Source: an optimization exercise on an open RTL-to-GDS flow (aim: small area). Production flows keep margins and buffers that such runs may drop.
Function was checked by simulation only, so behaviour that the tests miss may differ from the original.

## trial 59
==> flow/design.v <==
module vospi_crc16 (
    input  wire [15:0] crc_in,
    input  wire [15:0] data,
    output reg  [15:0] crc_out
);
    integer i;
    reg fb;
    always @* begin
        crc_out = crc_in;
        for (i = 15; i >= 0; i = i - 1) begin
            fb      = crc_out[15] ^ data[i];
            crc_out = {crc_out[14:0], 1'b0} ^ (fb ? 16'h1021 : 16'h0000);
        end
    end
endmodule
module vospi_engine #(
    parameter LINE_WIDTH   = 80,
    parameter PPS          = 60,       
    parameter SEGS_MULTI   = 4,        
    parameter MARKER_ID    = 20,
    parameter QUIET_MS     = 200
) (
    input  wire        clk,
    input  wire        rst,
    input  wire        cmd_valid,
    output wire        cmd_ready,
    input  wire [2:0]  cmd_op,
    input  wire [7:0]  cmd_hint,
    input  wire        cfg_ok,
    output wire        cfg_req,
    output reg         rsp_valid,
    output reg  [1:0]  rsp_code,
    output wire        rsp_active,
    input  wire [31:0] now,
    output wire        xfer_start,
    output wire        xfer_abort,
    input  wire        rx_valid,
    output wire        rx_ready,
    input  wire [15:0] rx_data,
    input  wire        pool_avail,
    input  wire [3:0]  pool_slot,
    output wire        acq_take,
    output wire        rel_valid,
    output wire        rel_used,
    output wire [3:0]  rel_slot,
    output wire        mem_we,
    output wire [3:0]  mem_slot,
    output wire [15:0] mem_addr,
    output wire [15:0] mem_wdata
);
    localparam SEG_WORDS = PPS * LINE_WIDTH;
    localparam HALF      = LINE_WIDTH / 2;           
    localparam [7:0] NEG_HALF = 256 - HALF;          
    localparam [6:0] W_CRC = LINE_WIDTH, W_HDR0 = LINE_WIDTH + 1, W_HDR1 = LINE_WIDTH + 2;
    localparam [2:0] OP_INIT = 3'd0, OP_DEINIT = 3'd1, OP_ABORT = 3'd2,
                     OP_RESTART = 3'd3;
    localparam [1:0] RES_OK = 2'd0, RES_ERR_TRANSPORT = 2'd1, RES_ERR_STATE = 2'd2;
    localparam [1:0] S_IDLE = 2'd0, S_COPY = 2'd1, S_DONE = 2'd2, S_SER = 2'd3;
    reg        initialised;
    reg        multi_segment;
    reg        streaming;
    reg        capturing;
    reg [5:0]  exp_pid;
    reg [1:0]  exp_seg;
    reg        slot_valid;
    reg [3:0]  slot;
    reg [1:0]  state;
    reg [6:0]  widx;                   
    reg [6:0]  rpos;                   
    reg [15:0] crc;
    reg        h_skip;                 
    reg        h_rule2;
    reg        h_bad;                  
    reg        hold_valid;
    reg [15:0] hold;
    reg [15:0] ring [0:LINE_WIDTH-1];
    reg        ser_run;                
    reg        ser_cmp;                
    reg        ser_rsp;                
    reg        el_brw;                 
    reg        el_acc;                 
    wire idle     = (state == S_IDLE);
    wire last_pos = (rpos == LINE_WIDTH - 1);
    wire [7:0] rdiff   = {1'b0, rpos} - {1'b0, widx};
    wire       at_tail = (rpos == widx);
    wire       at_half = (rdiff == HALF) || (rdiff == NEG_HALF);
    wire       aligned = at_tail || at_half;
    wire   payload    = (widx < LINE_WIDTH);
    assign cmd_ready  = idle;
    wire   cmd_fire   = cmd_valid && idle;
    assign rx_ready   = idle && !cmd_valid &&
                        (!payload || !hold_valid ||
                         (aligned && widx != LINE_WIDTH - 1));
    wire   rx_fire    = rx_valid && rx_ready && streaming;
    wire   is_last    = (widx == W_CRC);
    wire   ins        = idle && streaming && payload &&
                        (hold_valid || (rx_valid && !cmd_valid));
    wire [15:0] ins_data = hold_valid ? hold : rx_data;
    assign rsp_active = initialised && streaming && capturing;
    wire [4:0] bit_k = rpos[4:0];      
    wire ser_end  = (state == S_SER) && ser_run && (rpos == 7'd31);
    wire n_bit    = now[bit_k];
    wire l_bit    = ring[LINE_WIDTH-1][0];
    wire brw_in   = (bit_k != 5'd0) && el_brw;
    wire d_bit    = n_bit ^ l_bit ^ brw_in;
    wire acc_next = (bit_k < 5'd3) ? 1'b0 :
                    (bit_k == 5'd6 || bit_k == 5'd7) ? (el_acc && d_bit) :
                    (el_acc || d_bit);
    wire quiet_ok = acc_next;          
    wire ser_load = (state == S_SER) && ser_run && !ser_cmp;
    always @(posedge clk) begin
        el_brw <= (!n_bit && l_bit) || (!(n_bit ^ l_bit) && brw_in);
        el_acc <= acc_next;
    end
    wire [15:0] crc_next;
    vospi_crc16 u_crc (
        .crc_in ((widx == W_HDR0) ? 16'h0000 : crc),
        .data   (rx_data),
        .crc_out(crc_next)
    );
    wire crc_ok = (((widx == W_HDR0) ? 16'h0000 : crc) == rx_data);
    wire [11:0] pkt_id  = rx_data[11:0];
    wire [2:0]  seg_raw = rx_data[14:12];
    wire c_dontcare = (pkt_id[11:8] == 4'hF);
    wire c_rule1    = (exp_pid == 6'd0) && (pkt_id != 12'd0);
    wire c_marker   = multi_segment && (pkt_id == MARKER_ID);
    wire c_rule2    = c_marker && (exp_seg == 2'd0) && (seg_raw != 3'd1);
    wire c_bad      = (pkt_id != {6'd0, exp_pid}) ||
                      (c_marker && (seg_raw != {1'b0, exp_seg} + 3'd1));
    wire ev        = rx_fire && is_last && initialised && capturing && !h_skip;
    wire ev_desync = ev && !h_rule2 && (h_bad || !crc_ok);
    wire ev_accept = ev && !h_rule2 && !h_bad && crc_ok;
    wire ev_acq    = ev_accept && !slot_valid && pool_avail;
    wire pid_wrap   = (exp_pid == PPS - 1);
    wire frame_done = pid_wrap && (!multi_segment || exp_seg == SEGS_MULTI - 1);
    wire done       = (state == S_DONE);
    assign cfg_req    = cmd_fire && (cmd_op == OP_INIT) && !initialised;
    assign xfer_abort = (cmd_fire && initialised && streaming &&
                         (cmd_op == OP_DEINIT || cmd_op == OP_ABORT)) || ev_desync;
    assign xfer_start = ser_end && ser_cmp && quiet_ok;
    wire   deinit_rel = cmd_fire && initialised && (cmd_op == OP_DEINIT) && slot_valid;
    assign acq_take  = ev_acq || (done && frame_done && pool_avail);
    assign rel_valid = (done && frame_done) || deinit_rel;
    assign rel_used  = !idle;
    assign rel_slot  = slot;
    wire [10:0] wline = exp_seg * (SEG_WORDS / 16) + exp_pid * (LINE_WIDTH / 16) + rpos[6:4];
    assign mem_we    = (state == S_COPY);
    assign mem_slot  = slot;
    assign mem_addr  = {wline, rpos[3:0], 1'b0};
    assign mem_wdata = ring[LINE_WIDTH-1];
    genvar gi;
    generate
        for (gi = 0; gi < LINE_WIDTH; gi = gi + 1) begin : g_ring
            if (gi == 0) begin : g_ins0
                wire [15:0] r0_in = (ins && at_tail) ? ins_data : ring[LINE_WIDTH-1];
                always @(posedge clk)
                    ring[gi] <= {r0_in[15:1], ser_load ? n_bit : r0_in[0]};
            end else if (gi == HALF) begin : g_ins1
                always @(posedge clk)
                    ring[gi] <= (ins && at_half) ? ins_data : ring[gi-1];
            end else begin : g_shift
                always @(posedge clk)
                    ring[gi] <= ring[gi-1];
            end
        end
    endgenerate
    always @(posedge clk) begin
        if (rst || last_pos)
            rpos <= 7'd0;
        else
            rpos <= rpos + 7'd1;
    end
    always @(posedge clk) begin
        rsp_valid  <= 1'b0;
        if (rst) begin
            initialised <= 1'b0;
            streaming   <= 1'b0;
            capturing   <= 1'b0;
            state       <= S_IDLE;
            widx        <= W_HDR0;
            hold_valid  <= 1'b0;
        end else begin
            if (cmd_fire) begin
                rsp_valid <= 1'b1;
                rsp_code  <= RES_OK;
                ser_run   <= 1'b0;
                ser_cmp   <= 1'b0;
                ser_rsp   <= 1'b1;
                case (cmd_op)
                OP_INIT: begin
                    if (initialised) begin
                        rsp_code <= RES_ERR_STATE;
                    end else begin
                        if (!cfg_ok) begin
                            rsp_code <= RES_ERR_TRANSPORT;
                        end else begin
                            multi_segment <= (cmd_hint > 8'd1);
                            exp_pid       <= 6'd0;
                            exp_seg       <= 2'd0;
                            streaming     <= 1'b0;
                            capturing     <= 1'b0;
                            slot_valid    <= 1'b0;
                            initialised   <= 1'b1;
                            rsp_valid     <= 1'b0;
                            state         <= S_SER;
                        end
                    end
                end
                OP_DEINIT, OP_ABORT: begin
                    if (!initialised) begin
                        rsp_code <= RES_ERR_STATE;
                    end else begin
                        streaming   <= 1'b0;
                        capturing   <= 1'b0;
                        exp_pid     <= 6'd0;
                        exp_seg     <= 2'd0;
                        widx        <= W_HDR0;
                        hold_valid  <= 1'b0;
                        if (cmd_op == OP_DEINIT) begin
                            slot_valid  <= 1'b0;
                            initialised <= 1'b0;
                        end
                        rsp_valid   <= 1'b0;
                        state       <= S_SER;
                    end
                end
                OP_RESTART: begin
                    if (initialised) begin
                        capturing <= 1'b1;
                        if (!streaming) begin
                            ser_cmp   <= 1'b1;
                            rsp_valid <= 1'b0;
                            state     <= S_SER;
                        end
                    end
                end
                default: ;
                endcase
            end
            if (rx_fire) begin
                crc <= crc_next;
                if (!payload)
                    widx <= (widx == W_HDR1) ? 7'd0 : widx + 7'd1;
                if (widx == W_HDR0) begin
                    h_skip  <= c_dontcare || c_rule1;
                    h_rule2 <= c_rule2;
                    h_bad   <= c_bad;
                end
                if (payload && (hold_valid || !aligned)) begin
                    hold       <= rx_data;
                    hold_valid <= 1'b1;
                end
            end
            if (ins && aligned) begin
                widx <= widx + 7'd1;
                if (!rx_fire)
                    hold_valid <= 1'b0;
            end
            if (ev) begin
                if (h_rule2) begin
                    exp_pid <= 6'd0;
                end else if (ev_desync) begin
                    streaming   <= 1'b0;
                    capturing   <= 1'b0;
                    exp_pid     <= 6'd0;
                    exp_seg     <= 2'd0;
                    ser_run     <= 1'b0;
                    ser_cmp     <= 1'b0;
                    ser_rsp     <= 1'b0;
                    state       <= S_SER;
                end else if (!slot_valid && !pool_avail) begin
                    capturing <= 1'b0;
                end else begin
                    if (!slot_valid) begin
                        slot_valid <= 1'b1;
                        slot       <= pool_slot;
                    end
                    state <= S_COPY;
                    widx  <= 7'd0;
                end
            end
            case (state)
            S_COPY: begin
                widx <= widx + 7'd1;
                if (widx == LINE_WIDTH - 1) begin
                    state <= S_DONE;
                    widx  <= W_HDR0;
                end
            end
            S_DONE: begin
                state <= S_IDLE;
                if (pid_wrap) begin
                    exp_pid <= 6'd0;
                    if (multi_segment)
                        exp_seg <= exp_seg + 2'd1;
                    if (frame_done) begin
                        if (pool_avail) begin
                            slot <= pool_slot;
                        end else begin
                            slot_valid <= 1'b0;
                            capturing  <= 1'b0;
                        end
                    end
                end else begin
                    exp_pid <= exp_pid + 6'd1;
                end
            end
            S_SER: begin
                if (last_pos)
                    ser_run <= 1'b1;
                if (ser_end) begin
                    state     <= S_IDLE;
                    rsp_valid <= ser_rsp;
                    if (ser_cmp && quiet_ok) begin
                        streaming  <= 1'b1;
                        widx       <= W_HDR0;
                        hold_valid <= 1'b0;
                    end
                end
            end
            default: ;
            endcase
        end
    end
endmodule
clock: 10.0 ns
lec_check: 0
cap_margin: 20
core_margin: 2
core_utilization: 40
cts_buf_list: sky130_fd_sc_hd__clkbuf_16
cts_cluster_diameter: 70
cts_cluster_size: 36
slew_margin: 20
run.sh (not shown) runs the stock make flow with config.mk's settings and CLKGATE_MAP_FILE= SYNTH_SCRIPT=/design/flow/synth_recipe.tcl, a recipe that flattens the netlist after the stock synthesis.
Inputs modified between trial 59 and trial 75:
--- a/flow/design.v
+++ b/flow/design.v
@@ -65,4 +65,5 @@
     reg        slot_valid;
     reg [3:0]  slot;
+    reg [15:0] lr_lo, lr_hi;           
     reg [1:0]  state;
     reg [6:0]  widx;                   
@@ -76,4 +77,5 @@
     reg [15:0] ring [0:LINE_WIDTH-1];
     reg        ser_run;                
+    reg        ser_hi;                 
     reg        ser_cmp;                
     reg        ser_rsp;                
@@ -98,8 +100,12 @@
     wire [15:0] ins_data = hold_valid ? hold : rx_data;
     assign rsp_active = initialised && streaming && capturing;
-    wire [4:0] bit_k = rpos[4:0];      
-    wire ser_end  = (state == S_SER) && ser_run && (rpos == 7'd31);
-    wire n_bit    = now[bit_k];
-    wire l_bit    = ring[LINE_WIDTH-1][0];
+    wire [3:0] bit_j = rpos[3:0];
+    wire [4:0] bit_k = {ser_hi, bit_j};
+    wire turn_end = (state == S_SER) && ser_run && (bit_j == 4'd15);
+    wire ser_end  = turn_end && (ser_hi || !ser_cmp);
+    wire n_lo     = now[bit_j];
+    wire n_hi     = now[16 + bit_j];
+    wire n_bit    = ser_hi ? n_hi : n_lo;
+    wire l_bit    = ser_hi ? lr_hi[0] : lr_lo[0];
     wire brw_in   = (bit_k != 5'd0) && el_brw;
     wire d_bit    = n_bit ^ l_bit ^ brw_in;
@@ -110,4 +116,6 @@
     wire ser_load = (state == S_SER) && ser_run && !ser_cmp;
     always @(posedge clk) begin
+        lr_lo  <= {ser_load ? n_lo : lr_lo[0], lr_lo[15:1]};
+        lr_hi  <= {ser_load ? n_hi : lr_hi[0], lr_hi[15:1]};
         el_brw <= (!n_bit && l_bit) || (!(n_bit ^ l_bit) && brw_in);
         el_acc <= acc_next;
@@ -119,5 +127,5 @@
         .crc_out(crc_next)
     );
-    wire crc_ok = (((widx == W_HDR0) ? 16'h0000 : crc) == rx_data);
+    wire crc_ok = (crc_next == 16'h0000);
     wire [11:0] pkt_id  = rx_data[11:0];
     wire [2:0]  seg_raw = rx_data[14:12];
@@ -153,7 +161,6 @@
         for (gi = 0; gi < LINE_WIDTH; gi = gi + 1) begin : g_ring
             if (gi == 0) begin : g_ins0
-                wire [15:0] r0_in = (ins && at_tail) ? ins_data : ring[LINE_WIDTH-1];
                 always @(posedge clk)
-                    ring[gi] <= {r0_in[15:1], ser_load ? n_bit : r0_in[0]};
+                    ring[gi] <= (ins && at_tail) ? ins_data : ring[LINE_WIDTH-1];
             end else if (gi == HALF) begin : g_ins1
                 always @(posedge clk)
@@ -185,4 +192,5 @@
                 rsp_code  <= RES_OK;
                 ser_run   <= 1'b0;
+                ser_hi    <= 1'b0;
                 ser_cmp   <= 1'b0;
                 ser_rsp   <= 1'b1;
@@ -266,4 +274,5 @@
                     exp_seg     <= 2'd0;
                     ser_run     <= 1'b0;
+                    ser_hi      <= 1'b0;
                     ser_cmp     <= 1'b0;
                     ser_rsp     <= 1'b0;
@@ -307,6 +316,8 @@
             end
             S_SER: begin
-                if (last_pos)
+                if (bit_j == 4'd15)
                     ser_run <= 1'b1;
+                if (turn_end)
+                    ser_hi <= 1'b1;
                 if (ser_end) begin
                     state     <= S_IDLE;
Findings:
Trial 59 → trial 75: horizontal extent of the die +about 1.3%, number of design-rule violations left by the first detailed-router iteration picked up an extra 103.
The final layout from trial 75, which completed every stage, passed the timing, DRC and antenna checks at the end of the flow.
Sort trial 59 and trial 75 by global-route wire length before repair, ascending, and trial 59 comes first.
Per the comparison of trial 75 with trial 59, setup slack after layout went down by 0.62 ns; worst hold slack decreased 0.020 ns; total number of placement rows increased about 1%; global-route usage saw little to no change; post-route minimum period up 0.62 ns.
On worst slack at placement, trial 59 beats trial 75.

-- what the ideal ports hide --
No port has a modelled driver above. Below, the same layouts with a new extraction and two added sets of constraints.
Step 1 (the two cells are an assumption about what drives the block):
set clk [get_ports {clk}]
set_driving_cell -lib_cell sky130_fd_sc_hd__clkbuf_16 $clk
set_driving_cell -lib_cell sky130_fd_sc_hd__buf_2 [delete_from_list [all_inputs] $clk]
Step 2, shift: input delay + t, output delay - t, t = (earliest + latest rising clock arrival at the registers) / 2. This alone moves slack from input paths to output paths.
a / b / c = no drivers / after step 1 / after step 2; a / b = the first two.
| run | t, ns | setup WS [ns] | worst setup path at the end | clock arrival spread, ns | cell pins on the clock port's net |
|---|---|---|---|---|---|
| trial 59 | 0.682 | 2.532 / 2.439 / 2.439 | input to output | 0.039 / 0.039 | 1 |
| trial 75 | 0.694 | 1.912 / 1.874 / 1.874 | input to output | 0.049 / 0.049 | 1 |
After both steps setup and hold are still met in every run listed. For trial 59, which loses most, drivers alone change the setup slack by -0.093 ns; drivers and shift together by -0.093 ns.
